From an optimization exercise on the open Yosys and OpenROAD flow, aimed at small area and a short achievable clock period; shortcuts taken in it are not production practice. Only simulation tests tie the RTL to the original design; equivalence was not proved. Power is estimated from default activity; no workload was simulated.

== oak ==
Design frame_codec, start of the top module:
module frame_codec (
    input  wire        clk,
    input  wire        rst,           
    input  wire        cmd_valid,
    input  wire [7:0]  cmd_op,
    input  wire [7:0]  cmd_arg,       
    input  wire [63:0] cmd_value,     
    output reg         resp_valid,
    output wire [7:0]  resp_status,
    output wire [63:0] resp_data,
    output reg         pay_valid,
    output reg  [7:0]  pay_byte,
    output wire [15:0] frm_version,
    output wire [15:0] frm_flags,
    output wire [63:0] frm_sequence,
    output wire [63:0] frm_reserved
);
Size: about 2500 cells after synthesis, roughly 330 I/O pins.
Settings: LEC_CHECK=0, CAP_MARGIN=10, CORE_MARGIN=2, CORE_UTILIZATION=55, CTS_BUF_LIST=sky130_fd_sc_hd__clkbuf_4 sky130_fd_sc_hd__clkbuf_8, CTS_CLUSTER_SIZE=12, SETUP_SLACK_MARGIN=2.7, SLEW_MARGIN=10; clock period 5.0 ns.
standard.sh (not shown) runs the stock make flow with config.mk's settings and CLKGATE_MAP_FILE= SYNTH_SCRIPT=/design/flow/synth_recipe.tcl, a recipe that flattens the netlist after the stock synthesis.
==> flow/flow/run.sh <==
#!/bin/bash
set -euo pipefail
bash standard.sh finish "BUFFER_PORTS_ARGS=-buffer_cell sky130_fd_sc_hd__buf_1" > make.log 2>&1
For pine, these inputs were changed with respect to oak:
# oak
export LEC_CHECK = 0
export CAP_MARGIN = 10
export CORE_MARGIN = 2
export CORE_UTILIZATION = 55
export CTS_BUF_LIST = sky130_fd_sc_hd__clkbuf_4 sky130_fd_sc_hd__clkbuf_8
export CTS_CLUSTER_SIZE = 12
export SETUP_SLACK_MARGIN = 2.7
export SLEW_MARGIN = 10
create_clock -name core_clock -period 5.0 [get_ports {clk}]
# pine
export LEC_CHECK = 0
export CAP_MARGIN = 10
export CORE_MARGIN = 2
export CORE_UTILIZATION = 55
export CTS_BUF_LIST = sky130_fd_sc_hd__clkbuf_4 sky130_fd_sc_hd__clkbuf_8
export CTS_CLUSTER_SIZE = 12
export SETUP_SLACK_MARGIN = 2.6
export SLEW_MARGIN = 10
create_clock -name core_clock -period 5.0 [get_ports {clk}]
### Flow results
pine ended with every stage complete and zero timing, DRC or antenna violations. Pin count of the biggest net entering global routing is lower on oak. On fraction of area in multi-input gates: between oak and pine, it ends up lower for oak. For pine, the critical path class was input port to flip-flop, unlike oak, where it was flip-flop to flip-flop. Post-layout minimum cycle time in pine vs oak: down 40 ps. oak -> pine: netlist area before placement delta 0, exact match. pine vs. oak: total stage count of the critical path went down by 1.
The following lists how birch was set up differently from pine:
# pine
export LEC_CHECK = 0
export CAP_MARGIN = 10
export CORE_MARGIN = 2
export CORE_UTILIZATION = 55
export CTS_BUF_LIST = sky130_fd_sc_hd__clkbuf_4 sky130_fd_sc_hd__clkbuf_8
export CTS_CLUSTER_SIZE = 12
export SETUP_SLACK_MARGIN = 2.6
export SLEW_MARGIN = 10
create_clock -name core_clock -period 5.0 [get_ports {clk}]
# birch
export LEC_CHECK = 0
export CAP_MARGIN = 0
export CORE_MARGIN = 2
export CORE_UTILIZATION = 55
export CTS_BUF_LIST = sky130_fd_sc_hd__clkbuf_4 sky130_fd_sc_hd__clkbuf_8
export CTS_CLUSTER_SIZE = 12
export SETUP_SLACK_MARGIN = 2.6
export SLEW_MARGIN = 0
create_clock -name core_clock -period 5.0 [get_ports {clk}]
Findings:
birch and pine ended up with roughly the same share of total power in combinational logic.
From pine to birch, number of unique standard cell types used by synthesis did not move at all.
Compared with pine, in birch relative contribution of the clock network to total power flat, starting DRC count in detailed routing level, total setup violations reported at the end of the flow saw little to no change, cell count after synthesis stayed essentially flat.
Re non-clock buffer count: no difference whatsoever between pine and birch.

========
Starting RTL as in the previous note.
==> flow/config.mk <==
export PLATFORM = sky130hd
export DESIGN_NAME = frame_codec
export DESIGN_NICKNAME = frame_codec
export VERILOG_FILES = /design/flow/design.v
export SDC_FILE = /design/flow/constraint.sdc
export NUM_CORES = 4
export LEC_CHECK = 0
export CAP_MARGIN = 10
export CORE_MARGIN = 2
export CORE_UTILIZATION = 55
export CTS_BUF_LIST = sky130_fd_sc_hd__clkbuf_4 sky130_fd_sc_hd__clkbuf_8
export CTS_CLUSTER_SIZE = 12
export SETUP_SLACK_MARGIN = 2.8
export SLEW_MARGIN = 10
==> flow/constraint.sdc <==
create_clock -name core_clock -period 5.0 [get_ports {clk}]
set_input_delay 1.0000 -clock core_clock [delete_from_list [all_inputs] [get_ports {clk}]]
set_output_delay 1.0000 -clock core_clock [all_outputs]
set_load 0.01 [all_outputs]
==> flow/flow/run.sh <==
#!/bin/bash
set -euo pipefail
bash standard.sh finish "BUFFER_PORTS_ARGS=-buffer_cell sky130_fd_sc_hd__buf_2" > make.log 2>&1
Edit:
--- a/flow/config.mk
+++ b/flow/config.mk
@@ -11,4 +11,4 @@
 export CTS_BUF_LIST = sky130_fd_sc_hd__clkbuf_4 sky130_fd_sc_hd__clkbuf_8
 export CTS_CLUSTER_SIZE = 12
-export SETUP_SLACK_MARGIN = 2.8
+export SETUP_SLACK_MARGIN = 2.6
 export SLEW_MARGIN = 10
After rerunning: The changed run completed with no timing, DRC or antenna violations; power is lower by 4.8%; worst setup slack gets worse by 0.060 ns; routed wire length falls by 5.4%; sequential share of layout area climbs by 2.2 points; register-to-register slack degrades by 0.06 ns; hold slack barely changes; area after synthesis does not change; non-clock buffer count is lower by 86; first-iteration DRC count climbs by 4.2%; via count drops by 3.6%; core utilization is lower by 4.7 points.

==> re-timing with driven ports <==
Ports are ideal in the flow. The routed layouts listed here were re-timed in OpenROAD. Step 1 (the two cells are an assumption about what drives the block):
set clk [get_ports {clk}]
set_driving_cell -lib_cell sky130_fd_sc_hd__clkbuf_16 $clk
set_driving_cell -lib_cell sky130_fd_sc_hd__buf_2 [delete_from_list [all_inputs] $clk]
Step 2 times the ports against the registers' clock, not the clock port: input delays grow and output delays shrink by t, the midpoint of the rising clock arrivals with the driver on. Slacks: no drivers / after step 1 / after step 2; pairs: no drivers / after step 1.
| run | t (ns) | setup WS [ns] | worst setup path at the end |
|---|---|---|---|
| oak | 0.748 | 2.472 / 2.472 / 1.753 | input to register |
| pine | 0.736 | 2.512 / 2.484 / 1.747 | input to register |
| birch | 0.736 | 2.512 / 2.484 / 1.747 | input to register |
| the first run of note 2 | 0.728 | 2.495 / 2.496 / 1.821 | input to register |
| the second run of note 2 | 0.732 | 2.436 / 2.440 / 1.714 | input to register |
After both steps setup and hold are still met in every run listed.
